This design comes from an exercise in tuning for small area, a short achievable clock period and few clock cycles per item on the open sky130 flow, not from production work.
The RTL was checked by simulation tests, not by an equivalence proof against the original design.

--- flow/design.v ---
module gf2m_fu (
    input  wire        clk,
    input  wire        rst,         
    input  wire        in_valid,
    output wire        in_ready,
    input  wire [2:0]  in_op,       
    input  wire [2:0]  in_pset,     
    input  wire [31:0] in_a,
    input  wire [31:0] in_b,
    output wire        out_valid,
    input  wire        out_ready,
    output wire [31:0] out_res,
    output wire [2:0]  out_err      
);
    localparam OP_ADD = 3'd1, OP_MUL = 3'd2, OP_SQ = 3'd3,
               OP_SQ4 = 3'd4, OP_INV = 3'd5, OP_DIV = 3'd6;
    localparam ERR_NONE = 3'd0, ERR_ILL = 3'd1, ERR_CFG = 3'd2, ERR_DOM = 3'd6;
    localparam KD_ERR = 3'd0, KD_ADD = 3'd1, KD_SQ = 3'd2, KD_SQ4 = 3'd3,
               KD_INV = 3'd4, KD_DIV = 3'd5, KD_MUL = 3'd6;
    function [12:0] sq1_12;
        input [12:0] x;
        begin
            sq1_12[0] = x[0] ^ x[6];
            sq1_12[1] = x[11];
            sq1_12[2] = x[1] ^ x[7];
            sq1_12[3] = x[6];
            sq1_12[4] = x[2] ^ x[8] ^ x[11];
            sq1_12[5] = x[7];
            sq1_12[6] = x[3] ^ x[9];
            sq1_12[7] = x[8];
            sq1_12[8] = x[4] ^ x[10];
            sq1_12[9] = x[9];
            sq1_12[10] = x[5] ^ x[11];
            sq1_12[11] = x[10];
            sq1_12[12] = 1'b0;
        end
    endfunction
    function [12:0] sq3_12;
        input [12:0] x;
        begin
            sq3_12[0] = x[0] ^ x[3];
            sq3_12[1] = x[5] ^ x[11];
            sq3_12[2] = x[4];
            sq3_12[3] = x[6] ^ x[9];
            sq3_12[4] = x[2];
            sq3_12[5] = x[4] ^ x[10];
            sq3_12[6] = x[3];
            sq3_12[7] = x[2] ^ x[5] ^ x[8];
            sq3_12[8] = x[1] ^ x[4] ^ x[10];
            sq3_12[9] = x[9];
            sq3_12[10] = x[5] ^ x[8] ^ x[11];
            sq3_12[11] = x[7] ^ x[10];
            sq3_12[12] = 1'b0;
        end
    endfunction
    function [12:0] sq5_12;
        input [12:0] x;
        begin
            sq5_12[0] = x[0] ^ x[6];
            sq5_12[1] = x[5] ^ x[8] ^ x[11];
            sq5_12[2] = x[1] ^ x[4] ^ x[7];
            sq5_12[3] = x[6];
            sq5_12[4] = x[8] ^ x[11];
            sq5_12[5] = x[1] ^ x[4] ^ x[10];
            sq5_12[6] = x[3] ^ x[9];
            sq5_12[7] = x[2] ^ x[5] ^ x[8] ^ x[11];
            sq5_12[8] = x[1] ^ x[4];
            sq5_12[9] = x[9];
            sq5_12[10] = x[2] ^ x[11];
            sq5_12[11] = x[4] ^ x[7];
            sq5_12[12] = 1'b0;
        end
    endfunction
    function [12:0] sq1_13;
        input [12:0] x;
        begin
            sq1_13[0] = x[0] ^ x[11];
            sq1_13[1] = x[7] ^ x[11] ^ x[12];
            sq1_13[2] = x[1] ^ x[7];
            sq1_13[3] = x[8] ^ x[11] ^ x[12];
            sq1_13[4] = x[2] ^ x[7] ^ x[8] ^ x[11] ^ x[12];
            sq1_13[5] = x[7] ^ x[9];
            sq1_13[6] = x[3] ^ x[8] ^ x[9] ^ x[12];
            sq1_13[7] = x[8] ^ x[10];
            sq1_13[8] = x[4] ^ x[9] ^ x[10];
            sq1_13[9] = x[9] ^ x[11];
            sq1_13[10] = x[5] ^ x[10] ^ x[11];
            sq1_13[11] = x[10] ^ x[12];
            sq1_13[12] = x[6] ^ x[11] ^ x[12];
        end
    endfunction
    function [12:0] sq3_13;
        input [12:0] x;
        begin
            sq3_13[0] = x[0] ^ x[5] ^ x[6] ^ x[11];
            sq3_13[1] = x[3] ^ x[4] ^ x[8];
            sq3_13[2] = x[4] ^ x[5] ^ x[6] ^ x[8] ^ x[9];
            sq3_13[3] = x[2] ^ x[3] ^ x[7] ^ x[10] ^ x[12];
            sq3_13[4] = x[2] ^ x[3] ^ x[4] ^ x[5] ^ x[8] ^ x[9];
            sq3_13[5] = x[4] ^ x[5] ^ x[10] ^ x[12];
            sq3_13[6] = x[2] ^ x[3] ^ x[4] ^ x[5] ^ x[7] ^ x[10] ^ x[12];
            sq3_13[7] = x[2] ^ x[8] ^ x[10];
            sq3_13[8] = x[1] ^ x[4] ^ x[5] ^ x[6] ^ x[8] ^ x[9] ^ x[11];
            sq3_13[9] = x[5] ^ x[6] ^ x[9] ^ x[11];
            sq3_13[10] = x[6] ^ x[7] ^ x[8];
            sq3_13[11] = x[3] ^ x[5] ^ x[6] ^ x[7] ^ x[8] ^ x[10];
            sq3_13[12] = x[3] ^ x[4] ^ x[5] ^ x[6] ^ x[9] ^ x[10];
        end
    endfunction
    function [12:0] sq7_13;
        input [12:0] x;
        begin
            sq7_13[0] = x[0] ^ x[1] ^ x[4] ^ x[5] ^ x[7] ^ x[9] ^ x[10] ^ x[12];
            sq7_13[1] = x[3] ^ x[5] ^ x[6] ^ x[7] ^ x[9] ^ x[10] ^ x[11];
            sq7_13[2] = x[8] ^ x[10] ^ x[12];
            sq7_13[3] = x[3] ^ x[4] ^ x[5] ^ x[6] ^ x[8];
            sq7_13[4] = x[3] ^ x[4] ^ x[9] ^ x[11];
            sq7_13[5] = x[1] ^ x[2] ^ x[6] ^ x[7] ^ x[9] ^ x[10];
            sq7_13[6] = x[1] ^ x[3] ^ x[7];
            sq7_13[7] = x[3] ^ x[4] ^ x[7] ^ x[10] ^ x[11] ^ x[12];
            sq7_13[8] = x[2] ^ x[3] ^ x[5] ^ x[10] ^ x[12];
            sq7_13[9] = x[1] ^ x[4] ^ x[5] ^ x[7] ^ x[10] ^ x[12];
            sq7_13[10] = x[3] ^ x[6] ^ x[7] ^ x[8] ^ x[12];
            sq7_13[11] = x[1] ^ x[2] ^ x[4] ^ x[6] ^ x[9] ^ x[10];
            sq7_13[12] = x[1] ^ x[2] ^ x[5] ^ x[6] ^ x[8] ^ x[10];
        end
    endfunction
    function [24:0] clmul;
        input [12:0] x;
        input [12:0] y;
        integer i;
        begin
            clmul = 25'd0;
            for (i = 0; i < 13; i = i + 1)
                clmul = clmul ^ ({12'd0, x & {13{y[i]}}} << i);
        end
    endfunction
    reg        cv;            
    reg        isdiv;         
    reg        m13;
    reg [2:0]  step;
    reg [1:0]  code;          
    reg [12:0] acc;           
    reg [12:0] ra;            
    reg [12:0] rb;            
    reg        ovalid;
    reg [1:0]  oerr;          
    reg [12:0] res;           
    wire       dec_ill  = (in_op == 3'd0) || (in_op == 3'd7);
    wire       dec_cfg  = (in_pset > 3'd4);
    wire       dec_m13  = (in_pset != 3'd0);
    wire       dec_bin  = (in_op == OP_ADD) || (in_op == OP_MUL) || (in_op == OP_DIV);
    wire       a_out    = dec_m13 ? (in_a[31:13] != 19'd0) : (in_a[31:12] != 20'd0);
    wire       b_out    = dec_m13 ? (in_b[31:13] != 19'd0) : (in_b[31:12] != 20'd0);
    wire       dec_dom  = a_out || (dec_bin && b_out);
    reg [2:0] dec_kind;
    always @(*) begin
        case (in_op)
            OP_ADD:         dec_kind = KD_ADD;
            OP_MUL:         dec_kind = KD_MUL;
            OP_SQ:          dec_kind = KD_SQ;
            OP_SQ4:         dec_kind = KD_SQ4;
            OP_INV:         dec_kind = KD_INV;
            OP_DIV:         dec_kind = KD_DIV;
            default:        dec_kind = KD_ERR;
        endcase
        if (dec_cfg) dec_kind = KD_ERR;
    end
    wire [1:0] dec_code = dec_ill ? 2'd1 : dec_cfg ? 2'd2 : dec_dom ? 2'd3 : 2'd0;
    wire [12:0] acc_in = (in_op == OP_DIV) ? in_b[12:0] :
                         (in_op == OP_ADD) ? (in_a[12:0] ^ in_b[12:0]) : in_a[12:0];
    localparam X_ID = 0, X_S1_12 = 1, X_S1_13 = 2, X_S3_12 = 3, X_S5_12 = 4,
               X_S3_13 = 5, X_S7_13 = 6;
    localparam Y_RB = 0, Y_RA = 1, Y_ACC = 2, Y_S1_12 = 3, Y_S1_13 = 4, Y_ONE = 5;
    function [13:0] uop;
        input [2:0] kd;
        input       m;
        input [2:0] st;
        reg   [6:0] xs;
        reg   [5:0] ys;
        reg         l;
        reg   [2:0] xk;    
        reg   [2:0] yk;    
        begin
            xk = 3'd1;
            yk = 3'd4;
            l  = 1'b0;
            case (kd)
                KD_ADD: begin xk = 3'd0; l = 1'b1; end
                KD_MUL: begin xk = 3'd0; yk = 3'd0; l = 1'b1; end
                KD_SQ:  l = 1'b1;
                KD_SQ4: begin yk = 3'd3; l = 1'b1; end
                KD_INV, KD_DIV: begin
                    if (m) begin
                        case (st)
                            3'd0:    yk = 3'd2;
                            3'd1:    yk = 3'd5;
                            3'd2:    begin xk = 3'd3; yk = 3'd2; end
                            3'd3:    begin xk = 3'd7; yk = 3'd3; l = (kd == KD_INV); end
                            default: begin xk = 3'd0; yk = 3'd1; l = 1'b1; end
                        endcase
                    end else begin
                        case (st)
                            3'd0:    begin xk = 3'd5; yk = 3'd3; end
                            3'd1:    begin xk = 3'd0; yk = 3'd5; end
                            3'd2:    begin xk = 3'd3; yk = 3'd3; end
                            3'd3:    begin xk = 3'd5; yk = 3'd5; end
                            3'd4:    begin xk = 3'd5; yk = 3'd3; l = (kd == KD_INV); end
                            default: begin xk = 3'd0; yk = 3'd1; l = 1'b1; end
                        endcase
                    end
                end
                default: l = 1'b1;
            endcase
            xs = 7'd0;
            case (xk)
                3'd0:    xs[X_ID] = 1'b1;
                3'd1:    xs[m ? X_S1_13 : X_S1_12] = 1'b1;
                3'd3:    xs[m ? X_S3_13 : X_S3_12] = 1'b1;
                3'd5:    xs[X_S5_12] = 1'b1;
                default: xs[X_S7_13] = 1'b1;
            endcase
            ys = 6'd0;
            case (yk)
                3'd0:    ys[Y_RB] = 1'b1;
                3'd1:    ys[Y_RA] = 1'b1;
                3'd2:    ys[Y_ACC] = 1'b1;
                3'd3:    ys[m ? Y_S1_13 : Y_S1_12] = 1'b1;
                3'd4:    ys[Y_ONE] = 1'b1;
                default: ys[(kd == KD_DIV) ? Y_RB : Y_RA] = 1'b1;
            endcase
            uop = {l, ys, xs};
        end
    endfunction
    localparam [13:0] UOP_HOLD = {1'b1, 6'b100000, 7'b0000001};
    reg [6:0] xsel;
    reg [5:0] ysel;
    reg       last;
    wire [12:0] s1_12 = sq1_12(acc);
    wire [12:0] s1_13 = sq1_13(acc);
    wire [12:0] mx = ({13{xsel[X_ID]}}    & acc)
                   | ({13{xsel[X_S1_12]}} & s1_12)
                   | ({13{xsel[X_S1_13]}} & s1_13)
                   | ({13{xsel[X_S3_12]}} & sq3_12(acc))
                   | ({13{xsel[X_S5_12]}} & sq5_12(acc))
                   | ({13{xsel[X_S3_13]}} & sq3_13(acc))
                   | ({13{xsel[X_S7_13]}} & sq7_13(acc));
    wire [12:0] my = ({13{ysel[Y_ACC]}}   & acc)
                   | ({13{ysel[Y_RA]}}    & ra)
                   | ({13{ysel[Y_RB]}}    & rb)
                   | ({13{ysel[Y_S1_12]}} & s1_12)
                   | ({13{ysel[Y_S1_13]}} & s1_13)
                   | {12'd0, ysel[Y_ONE]};
    wire [24:0] p = clmul(mx, my);
    reg  [24:0] r13;
    reg  [22:0] r12;
    integer k;
    always @(*) begin
        r13 = p;
        for (k = 24; k >= 13; k = k - 1)
            if (r13[k]) r13 = r13 ^ (25'h201B << (k - 13));
        r12 = p[22:0];
        for (k = 22; k >= 12; k = k - 1)
            if (r12[k]) r12 = r12 ^ (23'h1009 << (k - 12));
    end
    wire [12:0] prod = m13 ? r13[12:0] : {1'b0, r12[11:0]};
    wire finish  = cv && last && (!ovalid || out_ready);
    assign in_ready = !cv || finish;
    wire in_fire = in_valid && in_ready;
    always @(posedge clk) begin
        if (rst) begin
            cv     <= 1'b0;
            ovalid <= 1'b0;
            res    <= 13'd0;
        end else begin
            if (finish) begin
                ovalid <= 1'b1;
                oerr   <= code;
                if (code == 2'd0) res <= prod;
            end else if (out_ready) begin
                ovalid <= 1'b0;
            end
            if (in_fire)     cv <= 1'b1;
            else if (finish) cv <= 1'b0;
        end
    end
    always @(posedge clk) begin
        if (in_fire) begin
            isdiv <= (dec_kind == KD_DIV);
            m13  <= dec_m13;
            code <= dec_code;
            ra   <= in_a[12:0];
            rb   <= in_b[12:0];
        end
        acc  <= in_fire ? acc_in : prod;
        step <= in_fire ? 3'd0 : step + 3'd1;
        {last, ysel, xsel} <= in_fire ? uop(dec_kind, dec_m13, 3'd0) :
                              last    ? UOP_HOLD : uop(isdiv ? KD_DIV : KD_INV, m13, step + 3'd1);
    end
    assign out_valid = ovalid;
    assign out_res   = {19'd0, res};
    assign out_err   = {oerr[1] & oerr[0], oerr[1], oerr[0] & !oerr[1]};
endmodule
--- flow/flow/run.sh ---
#!/bin/bash
# The standard layout, with the port buffers made of the smallest buffer cell
# (sky130_fd_sc_hd__buf_1) instead of the delay cell buffer_ports picks.
set -euo pipefail
export BUFFER_PORTS_ARGS="-buffer_cell sky130_fd_sc_hd__buf_1"
bash standard.sh > standard_make.log 2>&1
--- flow/standard.sh ---
#!/bin/bash
# synth_recipe.tcl (not shown) runs the flow's synth.tcl, then flattens the netlist and writes it again
# the make line also repeats each setting of config.mk as NAME=value (left out here)
make -C /OpenROAD-flow-scripts/flow DESIGN_CONFIG=/design/flow/config.mk WORK_HOME=/design/flow/orfs CLKGATE_MAP_FILE= SYNTH_SCRIPT=/design/flow/synth_recipe.tcl "${@:-finish}"
--- flow/config.mk ---
export PLATFORM = sky130hd
export DESIGN_NAME = gf2m_fu
export DESIGN_NICKNAME = gf2m_fu
export VERILOG_FILES = /design/flow/design.v
export SDC_FILE = /design/flow/constraint.sdc
export NUM_CORES = 4
export LEC_CHECK = 0
export CAP_MARGIN = 20
export CORE_MARGIN = 2
export CORE_UTILIZATION = 40
export PLACE_DENSITY = 0.6
export SETUP_SLACK_MARGIN = 3.2
export SLEW_MARGIN = 20
--- flow/constraint.sdc ---
create_clock -name core_clock -period 7.0 [get_ports {clk}]
set_input_delay 1.4000 -clock core_clock [delete_from_list [all_inputs] [get_ports {clk}]]
set_output_delay 1.4000 -clock core_clock [all_outputs]
set_load 0.01 [all_outputs]
==> flow_summary.ini, run 1 <==
[outcome]
outcome = complete, no violations

[worst_hold_path]
whs_path_depth = 2
worstHoldPathType = reg2reg

[place]
dp_hpwl_um = 17800
port-buffer-count = 91
gp_congestion = 0.863
dp_slack_ns = 1.96

[detailed_routing]
wl_um = 26600
detailroute.via_count = 7441
drt_pre_antenna_iters = 8
vias_per_cell = 5.50
drtIter0Drc = 998
wl_cell_um = 19.7
post-route-drc-count = 0
detail-route-antenna-nets = 0

[die]
pin_count = 111
std_cell_rows = 52
area_of_the_placeable_core_um2 = 20200
die_height_um = 147
chipWidth_um = 147
die_outline_area_um2 = 21700
initial_core_util = 0.407

[global_route]
globalRoute.totalOverflow = 0
wire_length_of_the_first_global_routing_pass_um = 39600
antenna_found_initial = 0
grt_pass1_vias = 6850
grt_util_all_layers = 0.235
pin_count_of_the_biggest_net_entering_global_routing = 48

[timing]
timing.fmax_mhz = 262
finalCriticalPeriod_ns = 3.82
timing_hold_violations_final = 0
slew_headroom = 0.378
final_clock_skew_ns = 0.00695
fin_ws_ns = 3.18
final.period_utilization = 0.546
maxSlewViolCount = 0
rsz_0062_raised_after_global_routing = yes
finalSetupTns_ns = 0
setup_violations = 0
whs_ns = 0.466
worstMarginPinSlew_ns = 0.933

[yosys]
post_synthesis_cells = 960
share_of_flip_flops_with_an_asynchronous_set_or_reset = 0
synth.cell_area_um2 = 8230
avgSynthCellArea_um2 = 8.58
post_synth_num_cell_types = 76
synth_edf_count = 32
synth_seq_cells = 77
top_ff_cell_synth = dfxtp_1
synth_warnings = 1
ys_seq_area_frac = 0.226

[finish]
flow.area_growth_from_synthesis_pct = 21.9
fillerInstances = 1847
finalCoreUtilization = 0.496
num-nets-final = 1156
num_antenna_cells = 0
seqCellArea_um2 = 1900
layout-drive-gt1-share = 0.195
multi_input_comb_area_um2 = 6310

[clock_network]
clkTransAtPathRegs_ns = 0.06
clock-sinks = 77
cts.path.max_buffers = 2
clk-insertion-delay-late_ns = 0.33
hold_buffers = 0
cts_inserted_buffers = 9
h_tree_levels = 3
cts.root.buffer_cell = clkbuf_16
tritoncts_clock_tree = done

[setup_path]
critPathMaxFanout = 5
critical_path.cell_chain = bufbuf_16 > xor2_4 > xnor2_2 > a2111oi_4 > buf_4 > buf_4 > a21oi_1 > xor2_1 > xnor2_1 > xnor3_2 > xnor2_2 > xnor2_2 > o211a_1 > or3_1 > a21oi_2
worstPathArrival_ns = 4.08
worst_ep_required_time_ns = 7.26
crit_path_end_kind = flop
cp-start-kind = flop
r2r.worst_path.cells = 15
critical-path-max-stage-delay_ns = 0.46
critical_path.slowest_cell = xnor3_2
rrSetupSlack_ns = 3.18
setup.worst_path.class = reg2reg
worst_path_most_repeated_cell = xnor2_2

[run]
max_cap_violations = 0
==> sequential cells by signal, indices dropped and copies added, names as in the netlist <==
signal / count
acc: 13
code: 2
cv: 1
isdiv: 1
last: 1
m13: 1
oerr: 2
ovalid: 1
ra: 13
rb: 13
res: 13
step: 3
xsel: 7
ysel: 6
==> routing by layer <==
layer,vias to the layer above,GRT usage,share of wire
li1,3476,-,-
met1,3504,0.313,0.41
met2,388,0.389,0.47
met3,73,0.0410,0.083
met4,0,0.0769,0.035
met5,-,0,0
==> timing repair <==
action	4_1_cts	5_1_grt
pin swaps	20	58
buffers inserted	35	40
cloned	1	1
endpoints found under the setup margin	26	24
resized for setup	81	37
==> cell usage in the layout, fill, tap and decap left out, drive strengths merged, types with 10 or more instances in the layout <==
cell type / synthesis / final
nor2: 153 / 153
o21ai: 23 / 23
xor2: 52 / 52
dfxtp: 45 / 45
inv: 17 / 18
xnor3: 34 / 34
nand3: 13 / 13
edfxtp: 32 / 32
a21oi: 69 / 69
xnor2: 168 / 168
a22oi: 12 / 12
buf: 49 / 178
conb: 1 / 19
a221oi: 11 / 11
nand2: 84 / 84
a222oi: 10 / 10
nor4: 11 / 11
==> worst max-delay path, delay by kind of cell (launching register included) <==
kind,cells,cell delay [ns]
buffers and inverters,3,0.62
AO/OA/AOI/OAI,4,0.77
flip-flops,1,0.37
XOR/XNOR,7,1.58
AND/OR/NAND/NOR,1,0.39
==> worst paths after layout <==
path | startpoint | end
worst max-delay path | acc[5]$_DFF_P_ | res[3]$_SDFFE_PP0P_
worst min-delay path | res[0]$_SDFFE_PP0P_ | res[0]$_SDFFE_PP0P_
worst max register to register | acc[5]$_DFF_P_ | res[3]$_SDFFE_PP0P_
worst min register to register | res[0]$_SDFFE_PP0P_ | res[0]$_SDFFE_PP0P_
==> cell usage after synthesis, types with 4 or more instances <==
master,count,area [um2]
a211oi_1,7,52.6
a21o_1,5,37.5
a21oi_1,66,330
a221oi_1,6,52.6
a222oi_1,10,100
a22oi_1,12,90.1
a31oi_1,6,37.5
and2_1,8,50.1
and3_1,4,25.0
buf_2,14,70.1
buf_4,25,188
buf_6,7,78.8
clkbuf_1,42,158
dfxtp_1,45,901
edfxtp_1,32,961
ha_1,5,62.6
inv_1,16,60.1
mux2i_1,4,40.0
nand2_1,84,315
nand2b_1,9,56.3
nand3_1,13,65.1
nor2_1,153,574
nor2b_1,7,43.8
nor3_1,7,35.0
nor4_1,11,68.8
o211a_1,5,50.1
o21a_1,4,30.0
o21ai_0,22,110
o21bai_1,9,67.6
o22ai_1,5,31.3
o31ai_1,5,37.5
or3_1,5,31.3
xnor2_1,157,1380
xnor2_2,8,130
xnor3_1,32,721
xor2_1,49,429
xor3_1,4,95.1
==> final cells by class <==
| type | instances | area share |
|---|---|---|
| multi-input cells | 792 | 0.629 |
| flip-flops and latches | 77 | 0.190 |
| repair buffers | 179 | 0.113 |
| well taps | 270 | 0.0337 |
| clock buffers | 9 | 0.0224 |
| inverters | 18 | 0.00673 |
| clock inverters | 7 | 0.00499 |
==> stage by stage <==
| step | cells | cell area [um2] |
|---|---|---|
| global route | 1352 | 10000 |
| CTS | 1311 | 9540 |
| detailed placement | 1259 | 8560 |
| global placement | 1259 | 8560 |
| finish | 1352 | 10000 |
| floorplan | 978 | 8300 |
==> kinds of logic (layout without fill, tap and decap cells) <==
family	count (synthesis)	in the layout	share of synthesized area
AO/OA/AOI/OAI	194	194	0.170
XOR/XNOR	258	258	0.357
adder cells (fa/ha/maj)	5	5	0.00760
buffers and inverters	110	213	0.0713
flip-flops	77	77	0.226
multiplexers	5	5	0.00623
other	1	19	0.000455
AND/OR/NAND/NOR	310	311	0.162
Testbench counts, summed over its fixed seeds: cycles 20,141, items 8,000.
==> run 2, diff against run 1 <==
--- a/flow/config.mk
+++ b/flow/config.mk
@@ -9,5 +9,5 @@
 export CORE_MARGIN = 2
 export CORE_UTILIZATION = 40
 export PLACE_DENSITY = 0.6
-export SETUP_SLACK_MARGIN = 3.2
+export SETUP_SLACK_MARGIN = 3.0
 export SLEW_MARGIN = 20
==> run 2 against run 1 <==
Net effect: non-clock buffer count shrank 3; still clean on timing, DRC and antenna; largest cell class unchanged; critical endpoint is now res[10]$_SDFFE_PP0P_; critical path depth is the same; clock skew is essentially flat; sequential cell count is the same.
==> flow_summary.ini, run 2 <==
[setup_path]
r2r.worst_path.cells = 15
worst_r2r_startpoint = acc[4]$_DFF_P_
worstPathArrival_ns = 4.18
rrSetupSlack_ns = 3.08
critPathMaxFanout = 11
cp-start-kind = flop
worst_ep_required_time_ns = 7.26
crit-reg2reg-capture = res[10]$_SDFFE_PP0P_
crit_path_end_kind = flop
setup.worst_path.class = reg2reg

[detailed_routing]
vias_per_cell = 5.47
drt_pre_antenna_iters = 6
post-route-drc-count = 0
drtIter0Drc = 754
wl_cell_um = 19.3
detailroute.via_count = 7368
detail-route-antenna-nets = 0
wl_um = 26000

[global_route]
pin_count_of_the_biggest_net_entering_global_routing = 48
wire_length_of_the_first_global_routing_pass_um = 38600
grt_pass1_vias = 6673
globalRoute.totalOverflow = 0
grt_util_all_layers = 0.228
antenna_found_initial = 0

[clock_network]
cts.path.max_buffers = 2
clock-sinks = 77
tritoncts_clock_tree = done
h_tree_levels = 3
cts_inserted_buffers = 9
clkTransAtPathRegs_ns = 0.06
clk-insertion-delay-late_ns = 0.33
cts.root.buffer_cell = clkbuf_16
hold_buffers = 0

[outcome]
outcome = complete, no violations

[die]
initial_core_util = 0.407
std_cell_rows = 52
die_height_um = 147
die_outline_area_um2 = 21700
chipWidth_um = 147
pin_count = 111
area_of_the_placeable_core_um2 = 20200

[finish]
flow.area_growth_from_synthesis_pct = 20.0
fillerInstances = 1877
num_antenna_cells = 0
layout_common_cells = 153 x nor2_1, 140 x xnor2_1, 91 x buf_1
final_common_cell = nor2_1
layout-drive-gt1-share = 0.184
num-nets-final = 1152

[yosys]
yosys.cell_count.top_type = xnor2_1
most_frequent_cells_after_synthesis = 157 x xnor2_1, 153 x nor2_1, 84 x nand2_1, 66 x a21oi_1, 49 x xor2_1
post_synthesis_cells = 960
synth_edf_count = 32
top_ff_cell_synth = dfxtp_1
share_of_flip_flops_with_an_asynchronous_set_or_reset = 0
synth_warnings = 1
synth_top_cell_area_share = 0.167
synth_seq_cells = 77
synthTopCellsByArea = xnor2_1 17%, edfxtp_1 12%, dfxtp_1 11%
synth.cell_area_um2 = 8230
ys_seq_area_frac = 0.226
avgSynthCellArea_um2 = 8.58
post_synth_num_cell_types = 76
netlist.top_cell.by_area = xnor2_1

[timing]
setup_violations = 0
final.period_utilization = 0.560
rsz_0062_raised_after_global_routing = yes
final_clock_skew_ns = 0.00708
timing.fmax_mhz = 255
fin_ws_ns = 3.08
finalSetupTns_ns = 0
timing_hold_violations_final = 0
maxSlewViolCount = 0
slew_headroom = 0.381
worstMarginPinSlew_ns = 0.929
finalCriticalPeriod_ns = 3.92

[run]
max_cap_violations = 0

[worst_hold_path]
whs_path_depth = 2
worstHoldPathType = reg2reg
worst_hold_path.endpoint = res[0]$_SDFFE_PP0P_
timing.hold.worst.start = res[0]$_SDFFE_PP0P_

[place]
port-buffer-count = 91
dp_slack_ns = 1.96
dp_hpwl_um = 17800
gp_congestion = 0.863
==> run 2: cell counts after synthesis <==
No cell type changed its count.
==> run 2: worst max path at each step <==
stage | start | endpoint | slack, ns | depth (start not counted)
5_1_grt | acc[7]$_DFF_P_ | res[3]$_SDFFE_PP0P_ | 2.97 | 13
3_5_place_dp | acc[11]$_DFF_P_ | res[5]$_SDFFE_PP0P_ | 1.96 | 12
6_report | acc[4]$_DFF_P_ | res[10]$_SDFFE_PP0P_ | 3.08 | 15
3_3_place_gp | acc[11]$_DFF_P_ | res[5]$_SDFFE_PP0P_ | 2.01 | 12
4_1_cts | acc[7]$_DFF_P_ | res[5]$_SDFFE_PP0P_ | 3.00 | 13
2_1_floorplan | acc[1]$_DFF_P_ | res[3]$_SDFFE_PP0P_ | 3.37 | 12
==> run 2: layout make-up <==
class                           count  area, um2  share of cell area
Tap cell                          270        338              0.0342
Inverter                           18       67.6             0.00684
Clock buffer                        9        225              0.0228
Sequential cell                    77       1900               0.192
Multi-Input combinational cell    791       6210               0.629
Clock inverter                      7       50.0             0.00506
Timing Repair Buffer              176       1090               0.110
==> run 2: critical path: stages (launching register included) <==
cell and delay, ns:
dfxtp_4 0.38, buf_4 0.14, buf_4 0.13, xnor3_1 0.37, xor3_2 0.44, a221oi_4 0.35, buf_6 0.20, nor2_1 0.06
xnor3_1 0.24, xnor3_1 0.33, xor2_2 0.29, xor2_1 0.22, xnor3_1 0.43, nor2_1 0.14, a21oi_1 0.05, nor2_1 0.09
==> run 2: cells by family after synthesis <==
kind of cell | count (synthesis) | synth area share
adder cells (fa/ha/maj) | 5 | 0.00760
AND/OR/NAND/NOR | 310 | 0.162
flip-flops | 77 | 0.226
AO/OA/AOI/OAI | 194 | 0.170
other | 1 | 0.000455
multiplexers | 5 | 0.00623
XOR/XNOR | 258 | 0.357
buffers and inverters | 110 | 0.0713
==> run 2: stage by stage <==
stage	utilization	std cells	instance area (um2)	hold slack, ns
after floorplan	-	978	8300	0.444
after global placement	0.423	1259	8560	0.445
after detailed placement	0.423	1259	8560	0.453
after CTS	0.448	1282	9060	0.462
after global routing	0.488	1348	9880	0.486
final	0.488	1348	9880	0.464
==> run 2: repair_timing <==
| item | CTS | global route |
|---|---|---|
| setup buffers | 7 | 65 |
| endpoints found under the setup margin | 26 | 25 |
| gates resized for setup | 37 | 64 |
| pin swaps | 4 | 27 |
| hold endpoints to repair | 0 | 0 |
| cloned | 0 | 1 |
==> run 2: per-layer routing <==
metal | wire length, um | vias to the layer above | GRT usage
li1 | - | 3465 | -
met1 | 10700 | 3476 | 0.304
met2 | 12300 | 361 | 0.379
met3 | 2120 | 66 | 0.0386
met4 | 883 | 0 | 0.0702
met5 | 0 | - | 0
==> run 3, diff against run 2 <==
--- a/flow/config.mk
+++ b/flow/config.mk
@@ -8,6 +8,7 @@
 export CAP_MARGIN = 20
 export CORE_MARGIN = 2
 export CORE_UTILIZATION = 40
+export CTS_BUF_LIST = sky130_fd_sc_hd__clkbuf_4 sky130_fd_sc_hd__clkbuf_8
 export PLACE_DENSITY = 0.6
 export SETUP_SLACK_MARGIN = 3.0
 export SLEW_MARGIN = 20
==> run 3 against run 2 <==
Net effect: largest cell class unchanged; count of clock-buffer cells in the layout is the same; die area did not move; cell area shrank 4.8%; register-to-register slack gained 0.04 ns.
==> flow_summary.ini, run 3 <==
[setup_path]
crit_path_end_kind = flop
rrSetupSlack_ns = 3.13
setup.worst_path.class = reg2reg
worstPathArrival_ns = 4.08
worst_ep_required_time_ns = 7.21
cp-start-kind = flop
critPathMaxFanout = 16
r2r.worst_path.cells = 14
crit-reg2reg-capture = res[5]$_SDFFE_PP0P_
worst_r2r_startpoint = acc[7]$_DFF_P_

[detailed_routing]
vias_per_cell = 5.46
detail-route-antenna-nets = 0
drtIter0Drc = 766
detailroute.via_count = 7170
wl_cell_um = 19.3
wl_um = 25300
post-route-drc-count = 0
drt_pre_antenna_iters = 5

[clock_network]
hold_buffers = 0
clock-sinks = 77
cts_inserted_buffers = 9
tritoncts_clock_tree = done
clk-insertion-delay-late_ns = 0.36
clkTransAtPathRegs_ns = 0.09
cts.root.buffer_cell = clkbuf_8
cts.path.max_buffers = 2
h_tree_levels = 3

[yosys]
share_of_flip_flops_with_an_asynchronous_set_or_reset = 0
yosys.cell_count.top_type = xnor2_1
top_ff_cell_synth = dfxtp_1
synthTopCellsByArea = xnor2_1 17%, edfxtp_1 12%, dfxtp_1 11%
synth_seq_cells = 77
post_synthesis_cells = 960
synth_edf_count = 32
post_synth_num_cell_types = 76
avgSynthCellArea_um2 = 8.58
synth_top_cell_area_share = 0.167
most_frequent_cells_after_synthesis = 157 x xnor2_1, 153 x nor2_1, 84 x nand2_1, 66 x a21oi_1, 49 x xor2_1
synth.cell_area_um2 = 8230
synth_warnings = 1
netlist.top_cell.by_area = xnor2_1
ys_seq_area_frac = 0.226

[timing]
whs_ns = 0.466
maxSlewViolCount = 0
finalCriticalPeriod_ns = 3.87
final.period_utilization = 0.554
timing_hold_violations_final = 0
finalSetupTns_ns = 0
worstMarginPinSlew_ns = 0.926
rsz_0062_raised_after_global_routing = yes
final_clock_skew_ns = 0.0103
timing.fmax_mhz = 258
setup_violations = 0
slew_headroom = 0.383

[die]
die_outline_area_um2 = 21700
pin_count = 111
chipWidth_um = 147
area_of_the_placeable_core_um2 = 20200
die_height_um = 147
initial_core_util = 0.407
std_cell_rows = 52

[global_route]
grt_pass1_vias = 6712
grt_util_all_layers = 0.228
wire_length_of_the_first_global_routing_pass_um = 38700
antenna_found_initial = 0
pin_count_of_the_biggest_net_entering_global_routing = 48
globalRoute.totalOverflow = 0

[run]
max_cap_violations = 0

[place]
post_dp_cell_area_um2 = 8560
dp_hpwl_um = 17800
port-buffer-count = 91
gp_congestion = 0.863

[outcome]
outcome = complete, no violations

[finish]
finish.instance_area_um2 = 9410
flow.area_growth_from_synthesis_pct = 14.3
layout_common_cells = 153 x nor2_1, 141 x xnor2_1, 91 x buf_1
num-nets-final = 1116
layout-drive-gt1-share = 0.146
final_common_cell = nor2_1
num_antenna_cells = 0

[worst_hold_path]
worst_hold_path.endpoint = res[0]$_SDFFE_PP0P_
worstHoldPathType = reg2reg
timing.hold.worst.start = res[0]$_SDFFE_PP0P_
whs_path_depth = 2
==> run 3: cell counts after synthesis <==
Identical to the previous run, type by type.
==> run 3: cell families (layout without fill, tap and decap cells) <==
kind of cell | Yosys count | count (layout) | synth area share
and+or+nand+nor | 310 | 310 | 0.162
buffers and inverters | 110 | 174 | 0.0713
xor gates and xnor gates | 258 | 258 | 0.357
AOI/OAI and AO/OA | 194 | 194 | 0.170
DFF | 77 | 77 | 0.226
other | 1 | 19 | 0.000455
adders and majority gates | 5 | 5 | 0.00760
muxes | 5 | 5 | 0.00623
==> run 3: routing by layer <==
| layer | GRT usage | wire, um |
|---|---|---|
| met1 | 0.302 | 10600 |
| met2 | 0.381 | 12100 |
| met3 | 0.0414 | 2000 |
| met4 | 0.0702 | 618 |
| met5 | 0 | 0 |
==> run 3: worst max-delay path: stages, from the launching register on <==
cell and delay [ns]:
dfxtp_1 0.34, buf_8 0.19, xnor3_1 0.46, xor3_1 0.43
a221oi_4 0.36, buf_4 0.17, nor2_1 0.04, xor2_1 0.27
xnor2_1 0.18, xnor3_2 0.34, xor2_2 0.21, xor2_1 0.18
nand2_1 0.11, xnor2_2 0.30, a211oi_1 0.12
==> run 3: area by class of cell <==
type                       instances  area [um2]
fill                            1936       10800
inverter                          18        67.6
multi-input combinational        791        6160
timing repair buffer             140         776
sequential                        77        1890
tap                              270         338
clock buffer                       9         124
clock inverter                     7        50.0
==> run 3: worst max path at each step <==
stage                     from             endpoint  slack [ns]
2_1_floorplan   acc[1]$_DFF_P_  res[3]$_SDFFE_PP0P_        3.37
3_3_place_gp   acc[11]$_DFF_P_  res[5]$_SDFFE_PP0P_        2.01
3_5_place_dp   acc[11]$_DFF_P_  res[5]$_SDFFE_PP0P_        1.96
4_1_cts        acc[12]$_DFF_P_  res[3]$_SDFFE_PP0P_        3.01
5_1_grt         acc[8]$_DFF_P_  res[5]$_SDFFE_PP0P_        2.98
6_report        acc[7]$_DFF_P_  res[5]$_SDFFE_PP0P_        3.13
==> run 3: per-stage QoR <==
| stage | setup slack, ns | cells | util |
|---|---|---|---|
| 2_1_floorplan | 3.37 | 978 | - |
| 3_3_place_gp | 2.01 | 1259 | 0.423 |
| 3_5_place_dp | 1.96 | 1259 | 0.423 |
| 4_1_cts | 3.01 | 1282 | 0.443 |
| 5_1_grt | 2.98 | 1312 | 0.465 |
| 6_report | 3.13 | 1312 | 0.465 |
==> run 3: timing repair <==
action / 4_1_cts / 5_1_grt
gates resized for setup: 39 / 40
setup endpoints to repair: 26 / 24
setup buffers: 7 / 30
pin swaps: 4 / 13
==> run 4, diff against run 3 <==
==> flow/flow/run.sh (replaced) <==
#!/bin/bash
# The standard layout, with two changes:
# - the port buffers are the smallest buffer cell (sky130_fd_sc_hd__buf_1)
#   instead of the delay cell buffer_ports picks by default;
# - the 3-input XOR/XNOR cells are kept out of synthesis and repair (added to
#   the platform's don't-use list), so the GF(2) XOR trees map to 2-input
#   cells, which are smaller and faster here.
set -euo pipefail
export BUFFER_PORTS_ARGS="-buffer_cell sky130_fd_sc_hd__buf_1"
DONT_USE="sky130_fd_sc_hd__probe_p_8 sky130_fd_sc_hd__probec_p_8 sky130_fd_sc_hd__lpflow_bleeder_1 sky130_fd_sc_hd__lpflow_clkbufkapwr_1 sky130_fd_sc_hd__lpflow_clkbufkapwr_16 sky130_fd_sc_hd__lpflow_clkbufkapwr_2 sky130_fd_sc_hd__lpflow_clkbufkapwr_4 sky130_fd_sc_hd__lpflow_clkbufkapwr_8 sky130_fd_sc_hd__lpflow_clkinvkapwr_1 sky130_fd_sc_hd__lpflow_clkinvkapwr_16 sky130_fd_sc_hd__lpflow_clkinvkapwr_2 sky130_fd_sc_hd__lpflow_clkinvkapwr_4 sky130_fd_sc_hd__lpflow_clkinvkapwr_8 sky130_fd_sc_hd__lpflow_decapkapwr_12 sky130_fd_sc_hd__lpflow_decapkapwr_3 sky130_fd_sc_hd__lpflow_decapkapwr_4 sky130_fd_sc_hd__lpflow_decapkapwr_6 sky130_fd_sc_hd__lpflow_decapkapwr_8 sky130_fd_sc_hd__lpflow_inputiso0n_1 sky130_fd_sc_hd__lpflow_inputiso0p_1 sky130_fd_sc_hd__lpflow_inputiso1n_1 sky130_fd_sc_hd__lpflow_inputiso1p_1 sky130_fd_sc_hd__lpflow_inputisolatch_1 sky130_fd_sc_hd__lpflow_isobufsrc_1 sky130_fd_sc_hd__lpflow_isobufsrc_16 sky130_fd_sc_hd__lpflow_isobufsrc_2 sky130_fd_sc_hd__lpflow_isobufsrc_4 sky130_fd_sc_hd__lpflow_isobufsrc_8 sky130_fd_sc_hd__lpflow_isobufsrckapwr_16 sky130_fd_sc_hd__lpflow_lsbuf_lh_hl_isowell_tap_1 sky130_fd_sc_hd__lpflow_lsbuf_lh_hl_isowell_tap_2 sky130_fd_sc_hd__lpflow_lsbuf_lh_hl_isowell_tap_4 sky130_fd_sc_hd__lpflow_lsbuf_lh_isowell_4 sky130_fd_sc_hd__lpflow_lsbuf_lh_isowell_tap_1 sky130_fd_sc_hd__lpflow_lsbuf_lh_isowell_tap_2 sky130_fd_sc_hd__lpflow_lsbuf_lh_isowell_tap_4 sky130_fd_sc_hd__xor3_1 sky130_fd_sc_hd__xor3_2 sky130_fd_sc_hd__xor3_4 sky130_fd_sc_hd__xnor3_1 sky130_fd_sc_hd__xnor3_2 sky130_fd_sc_hd__xnor3_4"
bash standard.sh "DONT_USE_CELLS=$DONT_USE" finish > standard_make.log 2>&1
--- a/flow/config.mk
+++ b/flow/config.mk
@@ -10,5 +10,5 @@
 export CORE_UTILIZATION = 40
 export CTS_BUF_LIST = sky130_fd_sc_hd__clkbuf_4 sky130_fd_sc_hd__clkbuf_8
 export PLACE_DENSITY = 0.6
-export SETUP_SLACK_MARGIN = 3.0
+export SETUP_SLACK_MARGIN = 3.2
 export SLEW_MARGIN = 20
==> run 4 against run 3 <==
Net effect: cell count rose by 2.7%; still clean; global-route usage rose by 1.1 points; die area fell by 3.2%; clock skew rose by 0.00075 ns; register-to-register slack improved by 0.12 ns; count of clock-buffer cells in the layout did not move; critical path type unchanged.
==> flow_summary.ini, run 4 <==
[yosys]
avgSynthCellArea_um2 = 8.11
synth_edf_count = 32
synth_warnings = 1
post_synthesis_cells = 982
synthTopCellsByArea = xnor2_1 20%, edfxtp_1 12%, dfxtp_1 11%
post_synth_num_cell_types = 66
top_ff_cell_synth = dfxtp_1
synth_seq_cells = 77
most_frequent_cells_after_synthesis = 180 x xnor2_1, 159 x nand2_1, 123 x nor2_1, 72 x xor2_1, 45 x dfxtp_1
yosys.cell_count.top_type = xnor2_1
ys_seq_area_frac = 0.234
synth.cell_area_um2 = 7960
netlist.top_cell.by_area = xnor2_1
synth_top_cell_area_share = 0.198
share_of_flip_flops_with_an_asynchronous_set_or_reset = 0

[global_route]
antenna_found_initial = 1
pin_count_of_the_biggest_net_entering_global_routing = 46
wire_length_of_the_first_global_routing_pass_um = 39700
grt_util_all_layers = 0.239
globalRoute.totalOverflow = 0
grt_pass1_vias = 7012

[clock_network]
cts_inserted_buffers = 9
tritoncts_clock_tree = done
cts.root.buffer_cell = clkbuf_8
clk-insertion-delay-late_ns = 0.36
cts.path.max_buffers = 2
clock-sinks = 77
clkTransAtPathRegs_ns = 0.09
h_tree_levels = 3
hold_buffers = 0

[die]
area_of_the_placeable_core_um2 = 19500
chipWidth_um = 145
pin_count = 111
std_cell_rows = 51
die_outline_area_um2 = 21100
initial_core_util = 0.408
die_height_um = 145

[timing]
timing_hold_violations_final = 0
maxSlewViolCount = 0
whs_ns = 0.460
finalSetupTns_ns = 0
slew_headroom = 0.426
rsz_0062_raised_after_global_routing = yes
setup_violations = 0
worstMarginPinSlew_ns = 0.861
finalCriticalPeriod_ns = 3.75
final.period_utilization = 0.536
final_clock_skew_ns = 0.0111
timing.fmax_mhz = 267

[detailed_routing]
drt_pre_antenna_iters = 6
detail-route-antenna-nets = 0
detailroute.via_count = 7317
wl_um = 26300
vias_per_cell = 5.43
post-route-drc-count = 0
wl_cell_um = 19.5
drtIter0Drc = 856

[finish]
flow.area_growth_from_synthesis_pct = 16.7
layout_common_cells = 162 x xnor2_1, 157 x nand2_1, 123 x nor2_1
final_common_cell = xnor2_1
num-nets-final = 1156
layout-drive-gt1-share = 0.150

[worst_hold_path]
worstHoldPathType = reg2reg

[setup_path]
crit_path_end_kind = flop
worstPathArrival_ns = 3.97
worst_ep_required_time_ns = 7.22
critPathMaxFanout = 12
setup.worst_path.class = reg2reg
cp-start-kind = flop

[place]
port-buffer-count = 91
dp_hpwl_um = 18700
gp_congestion = 0.931

[outcome]
outcome = complete, no violations

[run]
max_cap_violations = 0
==> run 4: changes by cell type in the layout (fill, tap and decap cells not counted), moves of 13 or more <==
cell	previous run	this run
nand2_1	83	157
a21oi_1	65	34
nor2_1	153	123
xnor3_1	27	0
xnor2_1	141	162
xor2_1	46	67
o21ai_1	1	14
xnor2_2	20	33
==> run 4: kinds of logic (layout without fill, tap and decap cells) <==
| family | after synthesis | after routing | share of synthesized area |
|---|---|---|---|
| AO/OA/AOI/OAI | 158 | 159 | 0.145 |
| adder cells (fa/ha/maj) | 5 | 5 | 0.00786 |
| AND/OR/NAND/NOR | 357 | 358 | 0.189 |
| XOR/XNOR | 283 | 283 | 0.353 |
| flip-flops | 77 | 77 | 0.234 |
| other | 1 | 20 | 0.000471 |
| multiplexers | 5 | 5 | 0.00644 |
| buffers and inverters | 96 | 176 | 0.0641 |
==> run 4: final timing paths <==
| check | to | cells after the start | slack [ns] | from |
|---|---|---|---|---|
| max | res[5]$_SDFFE_PP0P_ | 15 | 3.25 | acc[4]$_DFF_P_ |
| min | res[12]$_SDFFE_PP0P_ | 2 | 0.46 | res[12]$_SDFFE_PP0P_ |
| max reg2reg | res[5]$_SDFFE_PP0P_ | 15 | 3.25 | acc[4]$_DFF_P_ |
| min reg2reg | res[12]$_SDFFE_PP0P_ | 2 | 0.46 | res[12]$_SDFFE_PP0P_ |
==> run 4: repair_timing <==
action,CTS,global route
resized for setup,32,44
gates cloned,0,2
pin swaps,2,20
setup buffers,6,33
endpoints found under the setup margin,26,23
==> run 4: worst max-delay path: stages (launching register included) <==
cell and delay [ns]:
dfxtp_4 0.55, xnor2_2 0.18, a2111oi_0 0.53, o21ai_1 0.20
a221oi_4 0.26, buf_12 0.17, nor2_1 0.05, xor2_1 0.18
xnor2_1 0.14, xnor2_1 0.17, xnor2_2 0.30, xnor2_2 0.17
xnor2_1 0.14, nand2_1 0.14, xnor2_4 0.34, a211oi_2 0.11
==> run 4: layout make-up <==
class	instances	area (um2)
Timing Repair Buffer	143	817
Antenna cell	1	2.50
Tap cell	265	332
Fill cell	1965	10200
Clock inverter	7	66.3
Sequential cell	77	1900
Clock buffer	9	124
Inverter	17	63.8
Multi-Input combinational cell	829	5990
==> run 4: per-stage QoR <==
stage	area, um2	setup WS [ns]	util	std cells
2_1_floorplan	8030	3.55	-	1000
3_3_place_gp	8350	2.33	0.427	1289
3_5_place_dp	8360	2.15	0.428	1290
4_1_cts	8750	3.21	0.448	1312
5_1_grt	9290	3.10	0.476	1347
6_report	9300	3.25	0.476	1348
==> run 4: layer usage <==
layer	track usage	vias up	wire (um)
met2	0.400	396	12300
met4	0.0833	0	899
met1	0.312	3424	10900
met5	0	-	0
met3	0.0418	59	2250
li1	-	3438	-
==> run 5, diff against run 4 <==
--- a/flow/config.mk
+++ b/flow/config.mk
@@ -10,5 +10,5 @@
 export CORE_UTILIZATION = 40
 export CTS_BUF_LIST = sky130_fd_sc_hd__clkbuf_4 sky130_fd_sc_hd__clkbuf_8
 export PLACE_DENSITY = 0.6
-export SETUP_SLACK_MARGIN = 3.2
+export SETUP_SLACK_MARGIN = 2.8
 export SLEW_MARGIN = 20
==> run 5 against run 4 <==
Net effect: core utilization fell by 3.4 points; register-to-register slack worse by 0.28 ns; sequential share of layout area rose by 1.4 points; sequential cell count is the same; non-clock buffer count down 38; critical path depth unchanged; cell area fell by 7.2%; still clean; clock skew shrank 0.0023 ns; maximum frequency down 7.0%.
==> flow_summary.ini, run 5 <==
[setup_path]
worstPathArrival_ns = 4.25
critical_path.slowest_cell = o211ai_2
crit_path_start = acc[8]$_DFF_P_
critical-path-max-stage-delay_ns = 0.61
critPathMaxFanout = 14
critical_path.n_buffers_inverters = 1
cp-start-kind = flop
setup.worst_path.class = reg2reg
worst_ep_required_time_ns = 7.21
rrSetupSlack_ns = 2.96
crit_path_end_kind = flop
critPathTopFamily = XOR/XNOR gates
crit-reg2reg-capture = res[4]$_SDFFE_PP0P_
worst_path_most_repeated_cell = xnor2_1
r2r.worst_path.cells = 15
critical_path.cell_chain = buf_4 > xnor2_4 > xnor2_1 > xnor2_1 > o211ai_2 > nand2_1 > xnor2_1 > xnor2_1 > xnor2_1 > xnor2_2 > xnor2_2 > xnor2_1 > nand2_1 > xnor2_1 > a211oi_1
worst_r2r_startpoint = acc[8]$_DFF_P_

[clock_network]
cts.path.max_buffers = 2
tritoncts_clock_tree = done
clkTransAtPathRegs_ns = 0.08
clock-sinks = 77
hold_buffers = 0
cts_inserted_buffers = 9
h_tree_levels = 3
clk-insertion-delay-late_ns = 0.36
cts.root.buffer_cell = clkbuf_8

[finish]
layout_common_cells = 178 x xnor2_1, 159 x nand2_1, 123 x nor2_1
final_non_filler_cell_total = 1308
layout-drive-gt1-share = 0.0883
num-nets-final = 1116
flow.area_growth_from_synthesis_pct = 8.33
finalCoreUtilization = 0.442
final_common_cell = xnor2_1
finish.instance_area_um2 = 8630

[yosys]
synthXorXnorAreaFrac = 0.353
post_synth_and_or_nand_nor_area_fraction = 0.189
yosys.cell_count.top_type = xnor2_1
synth_edf_count = 32
synth_seq_cells = 77
synth_warnings = 1
yosys-mux-area-fraction = 0.00644
post_synth_fa_ha_maj_area_fraction = 0.00786
synth.cell_area_um2 = 7960
netlist.top_cell.by_area = xnor2_1
synth_top_cell_area_share = 0.198
post_synthesis_cells = 982
top_ff_cell_synth = dfxtp_1
post_synth_num_cell_types = 66
ys_seq_area_frac = 0.234
avgSynthCellArea_um2 = 8.11
synth_compound_area_frac = 0.145
synth_top_family_by_area = XOR/XNOR gates
synthTopCellsByArea = xnor2_1 20%, edfxtp_1 12%, dfxtp_1 11%
most_frequent_cells_after_synthesis = 180 x xnor2_1, 159 x nand2_1, 123 x nor2_1, 72 x xor2_1, 45 x dfxtp_1
share_of_flip_flops_with_an_asynchronous_set_or_reset = 0

[timing]
final_clock_skew_ns = 0.00871
timing_hold_violations_final = 0
timing.fmax_mhz = 248
rsz_0062_raised_after_global_routing = no
finalSetupTns_ns = 0
slew_headroom = 0.320
setup_violations = 0
finalCriticalPeriod_ns = 4.04
worstMarginPinSlew_ns = 1.01
maxSlewViolCount = 0
final.period_utilization = 0.577

[detailed_routing]
post-route-drc-count = 0
vias_per_cell = 5.41
detailroute.via_count = 7073
detail-route-antenna-nets = 0
wl_cell_um = 19.4
wl_um = 25300
drtIter0Drc = 721
drt_pre_antenna_iters = 7

[worst_hold_path]
worst_hold_path.endpoint = res[12]$_SDFFE_PP0P_
whs_path_depth = 2
timing.hold.worst.start = res[12]$_SDFFE_PP0P_
worstHoldPathType = reg2reg

[die]
area_of_the_placeable_core_um2 = 19500
initial_core_util = 0.408
pin_count = 111
die_height_um = 145
die_outline_area_um2 = 21100
std_cell_rows = 51
chipWidth_um = 145

[global_route]
antenna_found_initial = 1
wire_length_of_the_first_global_routing_pass_um = 39500
grt_util_all_layers = 0.238
pin_count_of_the_biggest_net_entering_global_routing = 46
grt_pass1_vias = 6947
globalRoute.totalOverflow = 0

[place]
port-buffer-count = 91
placed_cells_incl_taps = 1290
dp_hpwl_um = 18700
gp_congestion = 0.931
post_dp_cell_area_um2 = 8360

[outcome]
outcome = complete, no violations

[run]
max_cap_violations = 0
-- run 5: cell counts after synthesis --
Identical to the previous run, type by type.
-- run 5: worst max path at each step --
stage	cells after the start	end	slack [ns]
after global routing	15	res[6]$_SDFFE_PP0P_	2.81
after floorplan	6	code[0]$_SDFFCE_PP1P_	3.55
after detailed placement	14	res[5]$_SDFFE_PP0P_	2.15
after global placement	14	acc[5]$_DFF_P_	2.33
final	15	res[4]$_SDFFE_PP0P_	2.96
after CTS	14	res[6]$_SDFFE_PP0P_	2.84
-- run 5: final cells by class --
class | instances | area (um2)
clock buffers | 9 | 124
inverters | 17 | 63.8
fillers | 2016 | 10900
repair buffers | 105 | 463
clock inverters | 7 | 66.3
flip-flops and latches | 77 | 1880
multi-input cells | 827 | 5690
diodes | 1 | 2.50
well taps | 265 | 332
-- run 5: repair_timing --
item / 4_1_cts / 5_1_grt
endpoints found under the setup margin: 26 / 16
setup buffers: 0 / 1
resized for setup: 10 / 10
-- run 5: through the flow --
stage / worst slack, ns / hold slack, ns
6_report: 2.96 / 0.461
5_1_grt: 2.81 / 0.482
4_1_cts: 2.84 / 0.462
3_5_place_dp: 2.15 / 0.451
3_3_place_gp: 2.33 / 0.446
2_1_floorplan: 3.55 / 0.444
-- run 5: kinds of logic after synthesis --
| logic type | after synthesis |
|---|---|
| simple gates | 357 |
| xor+xnor | 283 |
| compound gates | 158 |
| buf+inv | 96 |
| flops | 77 |
| fa+ha+maj | 5 |
| mux | 5 |
| other cells | 1 |
-- run 5: worst min-delay path, stage by stage, from the launching register on --
cell and delay, ns:
dfxtp_1 0.32, nand2_1 0.05, a21oi_1 0.05
-- run 5: routing by layer --
metal | GRT usage | part of all wire | routed length, um
met2 | 0.399 | 0.47 | 11900
met4 | 0.0809 | 0.028 | 703
met5 | 0 | 0 | 0
met1 | 0.311 | 0.42 | 10700
met3 | 0.0415 | 0.081 | 2050
==> run 6, diff against run 5 <==
--- a/flow/config.mk
+++ b/flow/config.mk
@@ -10,5 +10,5 @@
 export CORE_UTILIZATION = 40
 export CTS_BUF_LIST = sky130_fd_sc_hd__clkbuf_4 sky130_fd_sc_hd__clkbuf_8
 export PLACE_DENSITY = 0.6
-export SETUP_SLACK_MARGIN = 2.8
+export SETUP_SLACK_MARGIN = 3.0
 export SLEW_MARGIN = 20
==> run 6 against run 5 <==
Net effect: cell area is 2.0% higher; synthesized cell count unchanged; register-to-register slack better by 0.098 ns; wire length barely moved; largest cell class unchanged.
==> flow_summary.ini, run 6 <==
[finish]
finalCoreUtilization = 0.450
seqCellArea_um2 = 1890
num-nets-final = 1124
final_common_cell = xnor2_1
layout-drive-gt1-share = 0.104
fillerInstances = 1999
finish.instance_area_um2 = 8800
flow.area_growth_from_synthesis_pct = 10.5
multi_input_comb_area_um2 = 5790
layout_common_cells = 172 x xnor2_1, 159 x nand2_1, 123 x nor2_1

[global_route]
pin_count_of_the_biggest_net_entering_global_routing = 46
grt_util_all_layers = 0.238
wire_length_of_the_first_global_routing_pass_um = 39500
antenna_found_initial = 1
globalRoute.totalOverflow = 0
grt_pass1_vias = 6959

[yosys]
avgSynthCellArea_um2 = 8.11
ys_seq_area_frac = 0.234
post_synth_num_cell_types = 66
yosys.cell_count.top_type = xnor2_1
top_ff_cell_synth = dfxtp_1
synth_seq_cells = 77
synth.cell_area_um2 = 7960
share_of_flip_flops_with_an_asynchronous_set_or_reset = 0
synth_top_cell_area_share = 0.198
most_frequent_cells_after_synthesis = 180 x xnor2_1, 159 x nand2_1, 123 x nor2_1, 72 x xor2_1, 45 x dfxtp_1
post_synthesis_cells = 982
netlist.top_cell.by_area = xnor2_1
synth_edf_count = 32
synthTopCellsByArea = xnor2_1 20%, edfxtp_1 12%, dfxtp_1 11%
synth_warnings = 1

[clock_network]
h_tree_levels = 3
clkTransAtPathRegs_ns = 0.08
clock-sinks = 77
cts.path.max_buffers = 2
cts.root.buffer_cell = clkbuf_8
tritoncts_clock_tree = done
clk-insertion-delay-late_ns = 0.35
cts_inserted_buffers = 9

[timing]
final_clock_skew_ns = 0.00723
worstMarginPinSlew_ns = 1.03
timing.fmax_mhz = 254
slew_headroom = 0.306
rsz_0062_raised_after_global_routing = no
setup_violations = 0
finalSetupTns_ns = 0
final.period_utilization = 0.563
maxSlewViolCount = 0
timing_hold_violations_final = 0
finalCriticalPeriod_ns = 3.94

[place]
gp_congestion = 0.931
dp_hpwl_um = 18700
post_dp_cell_area_um2 = 8360
port-buffer-count = 91

[setup_path]
rrSetupSlack_ns = 3.06
worst_ep_required_time_ns = 7.22
worst_r2r_startpoint = ysel[2]$_DFF_P_
crit-reg2reg-capture = res[3]$_SDFFE_PP0P_
critical_path.cell_chain = a222oi_1 > nand3_1 > o21ai_0 > xor2_1 > xnor2_1 > xnor2_1 > xnor2_2 > xor2_2 > xnor2_1 > a211o_1 > nand3_1 > a21oi_1
critPathMaxFanout = 12
worstPathArrival_ns = 4.15
r2r.worst_path.cells = 12
critical_path.slowest_cell = a222oi_1
critical-path-max-stage-delay_ns = 0.67
setup.worst_path.class = reg2reg
crit_path_end_kind = flop
worst_path_most_repeated_cell = xnor2_1
cp-start-kind = flop

[die]
chipWidth_um = 145
initial_core_util = 0.408
area_of_the_placeable_core_um2 = 19500
pin_count = 111
die_height_um = 145
die_outline_area_um2 = 21100
std_cell_rows = 51

[detailed_routing]
drt_pre_antenna_iters = 5
wl_um = 25300
vias_per_cell = 5.40
detailroute.via_count = 7108
drtIter0Drc = 753
detail-route-antenna-nets = 0
post-route-drc-count = 0
wl_cell_um = 19.3

[run]
max_cap_violations = 0

[worst_hold_path]
worst_hold_path.endpoint = res[12]$_SDFFE_PP0P_
whs_path_depth = 2
worstHoldPathType = reg2reg
timing.hold.worst.start = res[12]$_SDFFE_PP0P_

[outcome]
outcome = complete, no violations
==> run 6: final cells by class <==
class                      count  area share
inverter                      17     0.00725
sequential                    77       0.215
clock inverter                 7     0.00754
multi-input combinational    827       0.659
timing repair buffer         113      0.0595
tap                          265      0.0377
antenna                        1    0.000284
clock buffer                   9      0.0141
==> run 6: what timing repair did <==
action / CTS / global route
pin swaps: 0 / 3
hold buffers: 0 / 0
buffers inserted: 3 / 6
resized for setup: 17 / 19
endpoints found under the setup margin: 26 / 24
==> run 6: how the worst max path moves through the flow <==
stage	start	to	cells after the start
6_report	ysel[2]$_DFF_P_	res[3]$_SDFFE_PP0P_	12
5_1_grt	acc[8]$_DFF_P_	res[3]$_SDFFE_PP0P_	15
4_1_cts	acc[8]$_DFF_P_	res[6]$_SDFFE_PP0P_	15
3_5_place_dp	acc[10]$_DFF_P_	res[5]$_SDFFE_PP0P_	14
3_3_place_gp	acc[10]$_DFF_P_	acc[5]$_DFF_P_	14
2_1_floorplan	out_ready	code[0]$_SDFFCE_PP1P_	6
==> run 6: critical path: cells and delay by family, from the launching register on <==
family                    cells  cell delay [ns]
xor gates and xnor gates      6             1.41
AOI/OAI and AO/OA             4             1.30
and+or+nand+nor               2             0.60
DFF                           1             0.47
==> run 6: kinds of logic after synthesis <==
kind of cell / share of synthesized area
AO/OA/AOI/OAI: 0.145
XOR/XNOR: 0.353
adder cells (fa/ha/maj): 0.00786
AND/OR/NAND/NOR: 0.189
flip-flops: 0.234
buffers and inverters: 0.0641
other: 0.000471
multiplexers: 0.00644
==> run 6: routing by layer <==
metal | track usage | vias to the layer above | share of wire
li1 | - | 3373 | -
met1 | 0.309 | 3339 | 0.42
met2 | 0.400 | 355 | 0.47
met3 | 0.0431 | 41 | 0.085
met4 | 0.0809 | 0 | 0.028
met5 | 0 | - | 0
==> run 6: per-stage QoR <==
stage	worst slack (ns)	cells	hold slack, ns
2_1_floorplan	3.55	1000	0.444
3_3_place_gp	2.33	1289	0.446
3_5_place_dp	2.15	1290	0.451
4_1_cts	3.01	1309	0.462
5_1_grt	2.99	1315	0.482
6_report	3.06	1316	0.461
==> run 7, diff against run 6 <==
--- a/flow/config.mk
+++ b/flow/config.mk
@@ -7,8 +7,8 @@
 export LEC_CHECK = 0
 export CAP_MARGIN = 20
 export CORE_MARGIN = 2
-export CORE_UTILIZATION = 40
+export CORE_UTILIZATION = 55
 export CTS_BUF_LIST = sky130_fd_sc_hd__clkbuf_4 sky130_fd_sc_hd__clkbuf_8
-export PLACE_DENSITY = 0.6
+export PLACE_DENSITY = 0.7
 export SETUP_SLACK_MARGIN = 3.0
 export SLEW_MARGIN = 20
==> run 7 against run 6 <==
Net effect: still clean; worst setup slack improved by 0.073 ns; die area fell by 27%; first-iteration DRC count grew 8.1%; hold slack worse by 0.0017 ns; register-to-register slack better by 0.07 ns; via count grew 0.51%; highest routed layer unchanged.
==> flow_summary.ini, run 7 <==
[global_route]
grt_pass1_vias = 6612
pin_count_of_the_biggest_net_entering_global_routing = 46
wire_length_of_the_first_global_routing_pass_um = 37300
antenna_found_initial = 0

[setup_path]
crit_path_start = acc[10]$_DFF_P_
rrSetupSlack_ns = 3.13
endpoint = res[5]$_SDFFE_PP0P_
worst_r2r_startpoint = acc[10]$_DFF_P_
worstPathArrival_ns = 4.08
worst_ep_required_time_ns = 7.22
setup.worst_path.class = reg2reg
critPathMaxFanout = 16

[detailed_routing]
wl_met1_um = 9960
route.met2.wl_um = 11200
post-route-drc-count = 0
wl_um = 24300
detail-route-antenna-nets = 0
detailroute.via_count = 7144
drtIter0Drc = 814
drt_pre_antenna_iters = 6

[die]
die_outline_area_um2 = 15500
pin_count = 111
chipWidth_um = 124
initial_core_util = 0.569
die_height_um = 124

[finish]
final_non_filler_cell_total = 1225
num_antenna_cells = 0
layout_common_cells = 173 x xnor2_1, 159 x nand2_1, 123 x nor2_1
finalCoreUtilization = 0.619
flow.area_growth_from_synthesis_pct = 8.82
num-nets-final = 1119
final_common_cell = xnor2_1
layout-drive-gt1-share = 0.100

[place]
dp_slack_ns = 2.26
placed_cells_incl_taps = 1202
dp_hpwl_um = 17700
gp_congestion = 0.984
port-buffer-count = 91

[yosys]
synth.cell_area_um2 = 7960
synth_warnings = 1
yosys.cell_count.top_type = xnor2_1
most_frequent_cells_after_synthesis = 180 x xnor2_1, 159 x nand2_1, 123 x nor2_1, 72 x xor2_1, 45 x dfxtp_1
post_synthesis_cells = 982
synth_seq_cells = 77
netlist.top_cell.by_area = xnor2_1
ys_seq_area_frac = 0.234
synthTopCellsByArea = xnor2_1 20%, edfxtp_1 12%, dfxtp_1 11%
top_ff_cell_synth = dfxtp_1
post_synth_num_cell_types = 66
synth_edf_count = 32
share_of_flip_flops_with_an_asynchronous_set_or_reset = 0

[worst_hold_path]
worstHoldPathType = reg2reg
whs_path_depth = 2

[clock_network]
h_tree_levels = 3
tritoncts_clock_tree = done
cts_inserted_buffers = 9
cts.path.max_buffers = 2
clock-sinks = 77
clk-insertion-delay-late_ns = 0.36

[timing]
maxSlewViolCount = 0
finalSetupTns_ns = 0
finalCriticalPeriod_ns = 3.87
slew_headroom = 0.426
rsz_0062_raised_after_global_routing = no
timing.fmax_mhz = 259
final_clock_skew_ns = 0.0117
timing_hold_violations_final = 0
whs_ns = 0.459

[outcome]
outcome = complete, no violations
==> run 7: cell counts after synthesis <==
No cell type changed its count.
==> run 7: final cells by class <==
| cell class | count | area (um2) |
|---|---|---|
| fillers | 1282 | 5320 |
| well taps | 180 | 225 |
| multi-input cells | 827 | 5790 |
| repair buffers | 108 | 485 |
| clock buffers | 11 | 145 |
| inverters | 17 | 63.8 |
| clock inverters | 5 | 60.1 |
| flip-flops and latches | 77 | 1900 |
==> run 7: what timing repair did <==
| item | 4_1_cts | 5_1_grt |
|---|---|---|
| setup endpoints to repair | 26 | 23 |
| resized for setup | 19 | 21 |
| buffers inserted | 0 | 7 |
| hold buffers | 0 | 0 |
| hold endpoints to repair | 0 | 0 |
| pin swaps | 0 | 4 |
==> run 7: worst min-delay path by stage <==
stage	startpoint	to	slack [ns]
after floorplan	code[1]$_SDFFCE_PP0P_	oerr[1]$_DFFE_PP_	0.44
after global placement	res[3]$_SDFFE_PP0P_	res[3]$_SDFFE_PP0P_	0.45
after detailed placement	res[3]$_SDFFE_PP0P_	res[3]$_SDFFE_PP0P_	0.45
after CTS	res[3]$_SDFFE_PP0P_	res[3]$_SDFFE_PP0P_	0.46
after global routing	res[3]$_SDFFE_PP0P_	res[3]$_SDFFE_PP0P_	0.48
final	res[3]$_SDFFE_PP0P_	res[3]$_SDFFE_PP0P_	0.46
==> run 7: worst max-delay path: stages (launching register included) <==
cell and delay [ns]:
dfxtp_4 0.45, xnor2_4 0.32, xnor2_2 0.14, xnor2_2 0.25
mux2i_1 0.32, or2_2 0.34, nand2_1 0.11, xnor2_1 0.33
xnor2_1 0.19, xnor2_2 0.35, xnor2_2 0.19, xnor2_1 0.15
nand2_1 0.15, xnor2_4 0.31, a211oi_2 0.10
==> run 7: metal layers <==
metal | track usage | up-vias
met1 | 0.414 | 3301
met2 | 0.488 | 418
met4 | 0.0952 | 0
met5 | 0 | -
met3 | 0.0640 | 60
li1 | - | 3365
==> run 7: logic make-up after synthesis <==
kind of cell,after synthesis,synth area share
other cells,1,0.000471
buf+inv,96,0.0641
flops,77,0.234
compound gates,158,0.145
mux,5,0.00644
fa+ha+maj,5,0.00786
xor+xnor,283,0.353
simple gates,357,0.189
==> run 7: stage by stage <==
stage / cell area [um2]
global placement: 8230
finish: 8660
detailed placement: 8230
CTS: 8500
global route: 8660
floorplan: 8030

## static timing again, ports no longer ideal
How much do the figures lean on ideal ports? The routed layouts below were timed once more, with nothing changed but the port constraints. Step 1 (the two cells are an assumption about what drives the block):
set clk [get_ports {clk}]
set_driving_cell -lib_cell sky130_fd_sc_hd__clkbuf_16 $clk
set_driving_cell -lib_cell sky130_fd_sc_hd__buf_2 [delete_from_list [all_inputs] $clk]
Step 2, shift: input delay + t, output delay - t, t = (earliest + latest rising clock arrival at the registers) / 2. This alone moves slack from input paths to output paths. Three values: ideal, step 1, step 2; two values: the first two.
| run | t (ns) | setup slack, ns | hold WS [ns] | latest minus earliest clock arrival (ns) |
|---|---|---|---|---|
| run 1 | 0.365 | 3.178 / 3.178 / 3.178 | 0.466 / 0.466 / 0.466 | 0.007 / 0.007 |
| run 2 | 0.365 | 3.081 / 3.081 / 3.081 | 0.464 / 0.464 / 0.464 | 0.007 / 0.007 |
| run 3 | 0.384 | 3.125 / 3.125 / 3.125 | 0.466 / 0.466 / 0.466 | 0.010 / 0.011 |
| run 4 | 0.387 | 3.248 / 3.248 / 3.248 | 0.460 / 0.460 / 0.460 | 0.011 / 0.011 |
| run 5 | 0.386 | 2.963 / 2.963 / 2.963 | 0.461 / 0.461 / 0.461 | 0.009 / 0.009 |
| run 6 | 0.384 | 3.061 / 3.061 / 3.061 | 0.461 / 0.461 / 0.461 | 0.007 / 0.008 |
| run 7 | 0.390 | 3.134 / 3.134 / 3.134 | 0.459 / 0.459 / 0.459 | 0.011 / 0.011 |
After both steps setup and hold are still met in every run listed.
